Background: an optimization exercise with open tools, aiming at small area, a short achievable clock period and few clock cycles. Do not read the settings as production practice.
At most, simulation tests tie the RTL to the original design; equivalence was not proved.
Power and IR drop assume default switching activity.

==> inputs of build 45 <==
==> flow/design.v (excerpt) <==
module dither_mono #(
    parameter W = 32
) (
    input  wire        clk,
    input  wire        rst,
    input  wire        in_valid,
    output wire        in_ready,
    input  wire [15:0] in_pixel,
    input  wire        in_sof,
    input  wire [7:0]  cfg_thr,
    input  wire        cfg_dither,
    output wire        out_valid,
    input  wire        out_ready,
    output wire [7:0]  out_byte
);
    function [5:0] q7_off(input [6:0] s);
        case (s)
        7'd0: q7_off = 6'd0;
        7'd1: q7_off = 6'd0;
        7'd2: q7_off = 6'd0;
        7'd3: q7_off = 6'd1;
        7'd4: q7_off = 6'd1;
        7'd5: q7_off = 6'd2;
        7'd6: q7_off = 6'd2;
        7'd7: q7_off = 6'd3;
        7'd8: q7_off = 6'd3;
        7'd9: q7_off = 6'd3;
        7'd10: q7_off = 6'd4;
        7'd11: q7_off = 6'd4;
        7'd12: q7_off = 6'd5;
        7'd13: q7_off = 6'd5;
        7'd14: q7_off = 6'd6;
        7'd15: q7_off = 6'd6;
        7'd16: q7_off = 6'd7;
        7'd17: q7_off = 6'd7;
        7'd18: q7_off = 6'd7;
        7'd19: q7_off = 6'd8;
        7'd20: q7_off = 6'd8;
        7'd21: q7_off = 6'd9;
        7'd22: q7_off = 6'd9;
        7'd23: q7_off = 6'd10;
        7'd24: q7_off = 6'd10;
        7'd25: q7_off = 6'd10;
        7'd26: q7_off = 6'd11;
        7'd27: q7_off = 6'd11;
        7'd28: q7_off = 6'd12;
        7'd29: q7_off = 6'd12;
        7'd30: q7_off = 6'd13;
        7'd31: q7_off = 6'd13;
        7'd32: q7_off = 6'd14;
        7'd33: q7_off = 6'd14;
        7'd34: q7_off = 6'd14;
        7'd35: q7_off = 6'd15;
        7'd36: q7_off = 6'd15;
        7'd37: q7_off = 6'd16;
        7'd38: q7_off = 6'd16;
        7'd39: q7_off = 6'd17;
        7'd40: q7_off = 6'd17;
        7'd41: q7_off = 6'd17;
        7'd42: q7_off = 6'd18;
        7'd43: q7_off = 6'd18;
        7'd44: q7_off = 6'd19;
        7'd45: q7_off = 6'd19;
        7'd46: q7_off = 6'd20;
        7'd47: q7_off = 6'd20;
  ...
==> flow/config.mk <==
export PLATFORM = sky130hd
export DESIGN_NAME = dither_mono
export DESIGN_NICKNAME = dither_mono
export VERILOG_FILES = /design/flow/design.v
export SDC_FILE = /design/flow/constraint.sdc
export NUM_CORES = 4
export LEC_CHECK = 0
export CAP_MARGIN = 20
export CORE_MARGIN = 2
export CORE_UTILIZATION = 60
export CTS_CLUSTER_DIAMETER = 60
export CTS_CLUSTER_SIZE = 25
export PLACE_DENSITY = 0.7
export SLEW_MARGIN = 20
==> flow/constraint.sdc <==
create_clock -name core_clock -period 13.0 [get_ports {clk}]
set_input_delay 2.6000 -clock core_clock [delete_from_list [all_inputs] [get_ports {clk}]]
set_output_delay 2.6000 -clock core_clock [all_outputs]
set_load 0.01 [all_outputs]
standard.sh (not shown) runs the stock make flow with config.mk's settings and CLKGATE_MAP_FILE= SYNTH_SCRIPT=/design/flow/synth_recipe.tcl, a recipe that flattens the netlist after the stock synthesis.
==> flow/flow/run.sh <==
#!/bin/bash
# The standard layout, with every port buffered by a buf_4 instead of the
# default port buffer, and timing repair aiming for more setup slack than
# the clock period needs.
set -euo pipefail
export BUFFER_PORTS_ARGS="-buffer_cell sky130_fd_sc_hd__buf_4"
export SETUP_SLACK_MARGIN=10.0
bash standard.sh finish > flow_make.log 2>&1
==> build 71: changes against build 45 <==
--- a/flow/design.v
+++ b/flow/design.v
@@ -1082,22 +1082,35 @@
                     gg[i] = gg[i] | (pp[i] & gg[i-d]);
                     pp[i] = pp[i] & pp[i-d];
                 end
             ks8 = p ^ {gg[6:0], 1'b0};
         end
     endfunction
+    function gtu8(input [7:0] a, input [7:0] b);
+        reg     g, e;
+        integer i;
+        begin
+            g = 1'b0;
+            e = 1'b1;
+            for (i = 7; i >= 0; i = i - 1) begin
+                g = g | (e & a[i] & ~b[i]);
+                e = e & (a[i] | ~b[i]) & (~a[i] | b[i]);
+            end
+            gtu8 = g;
+        end
+    endfunction
     function [5:0] intensity(input [15:0] p);
         reg [5:0] a, b, c;
         reg       ab, cb, ac;
         begin
             a  = {p[4:0], 1'b0};
             b  = p[10:5];
             c  = {p[15:11], 1'b0};
-            ab = a > b;
-            cb = c > b;
-            ac = p[4:0] > p[15:11];
+            ab = gtu8({2'b00, a}, {2'b00, b});
+            cb = gtu8({2'b00, c}, {2'b00, b});
+            ac = gtu8({3'b000, p[4:0]}, {3'b000, p[15:11]});
             if (ac)
                 intensity = ab ? a : b;
             else
                 intensity = cb ? c : b;
         end
     endfunction
@@ -1105,53 +1118,68 @@
     wire       pb_wr;
     wire       g_valid_n, fr_valid_n, x_sure_n;
     wire              a_we;
     wire [4:0]        a_wpos;
     wire signed [6:0] a_wdata;
     reg        in_ready_r;
-    wire       acc_in = in_valid & in_ready_r;
+    reg        iv;
+    reg [15:0] ipix;
+    reg        isof, idith;
+    reg [5:0]  ithr;
+    wire acc_in = in_valid & in_ready_r;
     assign in_ready = in_ready_r;
+    always @(posedge clk) begin
+        if (~iv | pb_wr) begin
+            ipix  <= in_pixel;
+            isof  <= in_sof;
+            ithr  <= cfg_thr[7:2];
+            idith <= cfg_dither;
+        end
+    end
     reg [5:0]  pb [0:31];
     reg [5:0]  cnt;           
-    reg [5:0]  cr;            
+    reg        rowfull;       
     reg [4:0]  wx;            
     reg        w_wdir;        
     reg        w_rdir;        
     reg        w_odd, w_first, w_dith;
     reg [5:0]  w_t6;
     reg [4:0]  rk;            
-    assign     pb_wr    = acc_in;
+    assign     pb_wr    = iv & (~cnt[5] | f1_go);
     wire       w_new    = (wx == 5'd0);
     wire       wdir_eff = w_new ? w_rdir : w_wdir;
     wire [4:0] wp       = wx ^ {5{wdir_eff}};
+    wire       iv_n     = acc_in | (iv & ~pb_wr);
     wire       w_row    = pb_wr & w_new;
-    wire       w_odd_n  = w_row ? (~in_sof & ~w_odd) : w_odd;
-    wire       w_first_n = w_row ? in_sof : w_first;
-    wire       w_dith_n = (w_row & in_sof) ? cfg_dither : w_dith;
-    wire [5:0] w_t6_n   = (w_row & in_sof) ? cfg_thr[7:2] : w_t6;
-    wire       w_rdir_n = (w_row & ~in_sof) ? (w_rdir ^ ~w_odd) : w_rdir;
+    wire       w_odd_n  = w_row ? (~isof & ~w_odd) : w_odd;
+    wire       w_first_n = w_row ? isof : w_first;
+    wire       w_dith_n = (w_row & isof) ? idith : w_dith;
+    wire [5:0] w_t6_n   = (w_row & isof) ? ithr : w_t6;
+    wire       w_rdir_n = (w_row & ~isof) ? (w_rdir ^ ~w_odd) : w_rdir;
     wire [5:0] cnt_n    = cnt + {5'd0, pb_wr} - {5'd0, f1_go};
     wire       full_n   = (cnt[5] & (pb_wr | ~f1_go)) | ((cnt == 6'd31) & pb_wr & ~f1_go);
     wire       f1_sure_n = ~g_valid_n | ~fr_valid_n | x_sure_n;
     always @(posedge clk) begin
         if (pb_wr)
-            pb[wp] <= intensity(in_pixel);
+            pb[wp] <= intensity(ipix);
     end
     always @(posedge clk) begin
         if (rst) begin
             in_ready_r <= 1'b1;
+            iv         <= 1'b0;
             cnt        <= 6'd0;
-            cr         <= 6'd0;
+            rowfull    <= 1'b0;
             wx         <= 5'd0;
             w_rdir     <= 1'b0;
             w_wdir     <= 1'b0;
             w_odd      <= 1'b1;
         end else begin
-            in_ready_r <= ~full_n | f1_sure_n;
+            in_ready_r <= ~iv_n | ~full_n | f1_sure_n;
+            iv         <= iv_n;
             cnt        <= cnt_n;
-            cr         <= cr + {5'd0, pb_wr} - {(f1_go & (rk == 5'd31)), 5'd0};
+            rowfull    <= (pb_wr & (wx == 5'd31)) | (rowfull & ~(f1_go & (rk == 5'd31)));
             if (pb_wr)
                 wx <= wx + 5'd1;
             if (w_row)
                 w_wdir <= w_rdir;
             w_odd   <= w_odd_n;
             w_first <= w_first_n;
@@ -1160,27 +1188,26 @@
             w_rdir  <= w_rdir_n;
         end
     end
     reg        rs;            
     reg        r_odd, r_zero, r_dith, r_rdir;
     reg [5:0]  r_t6;
-    reg [4:0]  rp_r, fx_r;    
     wire       rs_n   = f1_go ? (rk == 5'd31) : rs;
     wire       f_odd  = r_odd;
     wire       f_zero = r_zero;
     wire       f_dith = r_dith;
     wire [5:0] f_t6   = r_t6;
-    wire [4:0] rp     = rp_r;
-    wire [4:0] fx     = fx_r;
-    wire       avail  = f_odd ? cr[5] : (cnt != 6'd0);
+    wire [4:0] rp     = rk ^ {5{r_rdir}};    
+    wire [4:0] fx     = rk ^ {5{r_odd}};     
+    wire       avail  = f_odd ? rowfull : (cnt != 6'd0);
     reg signed [6:0]  el [0:31];   
     wire [5:0]        v      = pb[rp];
     wire signed [6:0] el_rd  = (a_we && a_wpos == fx) ? a_wdata : el[fx];
     reg               g_valid;
     reg [5:0]         g_v;
-    reg signed [6:0]  g_tv;        
+    reg [5:0]         g_t6;
     reg signed [6:0]  g_el;
     reg [4:0]         g_x;
     reg               g_rs, g_last, g_zero, g_dith, g_odd;
     assign f1_go     = avail & (~g_valid | f2_go);
     assign g_valid_n = f1_go | (g_valid & ~f2_go);
     always @(posedge clk) begin
@@ -1195,23 +1222,18 @@
             if (rs_n) begin
                 r_odd  <= w_odd_n;
                 r_zero <= w_first_n | ~w_dith_n;
                 r_dith <= w_dith_n;
                 r_rdir <= w_rdir_n;
                 r_t6   <= w_t6_n;
-                rp_r   <= {5{w_rdir_n}};
-                fx_r   <= {5{w_odd_n}};
-            end else if (f1_go) begin
-                rp_r <= r_rdir ? rp_r - 5'd1 : rp_r + 5'd1;
-                fx_r <= r_odd  ? fx_r - 5'd1 : fx_r + 5'd1;
             end
             g_valid <= g_valid_n;
         end
         if (f1_go) begin
             g_v    <= v;
-            g_tv   <= ~ks8({2'b11, ~f_t6}, {2'b00, v});    
+            g_t6   <= f_t6;
             g_el   <= el_rd;
             g_x    <= fx;
             g_rs   <= rs;
             g_last <= (rk == 5'd31);
             g_zero <= f_zero;
             g_dith <= f_dith;
@@ -1231,33 +1253,34 @@
     wire signed [3:0] accB_n;
     wire              caseA = fr_valid;
     wire signed [6:0] err0  = caseA ? {{3{accB_n[3]}}, accB_n} : {accA_n[5], accA_n};
     wire signed [6:0] errl  = (a_we && a_wpos == g_x) ? a_wdata : g_el;
     wire signed [6:0] err   = g_zero ? 7'sd0 : (g_rs ? err0 : errl);
     wire signed [7:0] base  = ks8({2'b00, g_v}, {err[6], err});
+    wire [7:0]        g_tv  = ~ks8({2'b11, ~g_t6}, {2'b00, g_v});
     assign f2_go      = g_valid & (~fr_valid | x_go);
     assign fr_valid_n = f2_go | (fr_valid & ~x_go);
     always @(posedge clk) begin
         if (rst)
             fr_valid <= 1'b0;
         else
             fr_valid <= fr_valid_n;
         if (f2_go) begin
             fr_b0   <= base[6:0];
-            fr_t    <= ~ks8(~{g_tv[6], g_tv}, {err[6], err});    
+            fr_t    <= ~ks8(~g_tv, {err[6], err});    
             fr_dith <= g_dith;
             fr_odd  <= g_odd;
             fr_last <= g_last;
             fr_rs   <= g_rs;
             fr_x    <= g_x;
         end
     end
     reg signed [5:0]  carry;
     wire [7:0]        s0w  = ks8({1'b0, fr_b0}, {{2{carry[5]}}, carry});
     wire [6:0]        s0   = s0w[6:0];
-    wire              on   = carry > fr_t;
+    wire              on   = gtu8({~carry[5], {2{carry[5]}}, carry[4:0]}, {~fr_t[7], fr_t[6:0]});
     wire [5:0]        q7   = on ? q7_on(s0) : q7_off(s0);
     wire [5:0]        q5   = on ? q5_on(s0) : q5_off(s0);
     wire              sel_q5 = g_valid & ~g_zero;
     reg  [31:0] dec;
     reg  [3:0]  pend;
     reg  [1:0]  nb;
==> flow/flow/run.sh (replaced) <==
#!/bin/bash
# The standard layout, with every port buffered by a buf_4 instead of the
# default port buffer, and timing repair aiming for more setup slack than
# the clock period needs.
set -euo pipefail
export BUFFER_PORTS_ARGS="-buffer_cell sky130_fd_sc_hd__buf_4"
export SETUP_SLACK_MARGIN=9.2
bash standard.sh finish > flow_make.log 2>&1
==> qor.txt <==
period utilization = 28.6%
area growth from synthesis to layout = 9.37%
Row Count = 79
Setup crit start kind = flop
outcome = no timing/DRC/antenna violations
Worst Hold End = g_t6[3]
Worst Skew = 0.0348 ns
fin cells = 2556
gr usage total = 24.5%
Sequential Power = 2.81 mW
the above is filed under build 71

==> qor.txt <==
Worst Hold End = g_dith
Leak = 12.8 nW
most common cell in the synthesized netlist = edfxtp_1
input/output buffers = 37
gr usage total = 30.7%
Row Count = 81
fin cells = 3046
Sequential Power = 3.08 mW
area growth from synthesis to layout = 23.6%
Worst Skew = 0.0228 ns
period utilization = 32.8%
outcome = no timing/DRC/antenna violations
the above is filed under build 45

Testbench counts of build 71, summed over its fixed seeds: cycles 20,640.
Only the layout flow was run in build 45; the RTL was not checked for function there.

==> separate check: timing with driven ports <==
Ports are ideal in the flow. The routed layouts listed here were re-timed in OpenROAD. Step 1, drivers: a clkbuf_16 drives clk and a buf_2 each remaining input, both assumed. Step 2 times the ports against the registers' clock, not the clock port: input delays grow and output delays shrink by t, the midpoint of the rising clock arrivals with the driver on. a / b / c = ideal / step 1 / step 2; a / b = the first two.
| run | t, ns | setup WS [ns] | clock arrival spread, ns | slew at the worst register clock pin (ns) | worst slew at a driven data input, ns |
|---|---|---|---|---|---|
| build 45 | 0.663 | 8.730 / 8.727 / 8.064 | 0.025 / 0.025 | 0.10 / 0.10 | 0.10 |
| build 71 | 0.637 | 9.287 / 9.232 / 9.066 | 0.036 / 0.035 | 0.10 / 0.10 | 0.07 |
After both steps setup and hold are still met in every run listed. For build 45, which loses most, drivers alone change the setup slack by -0.003 ns; drivers and shift together by -0.666 ns.
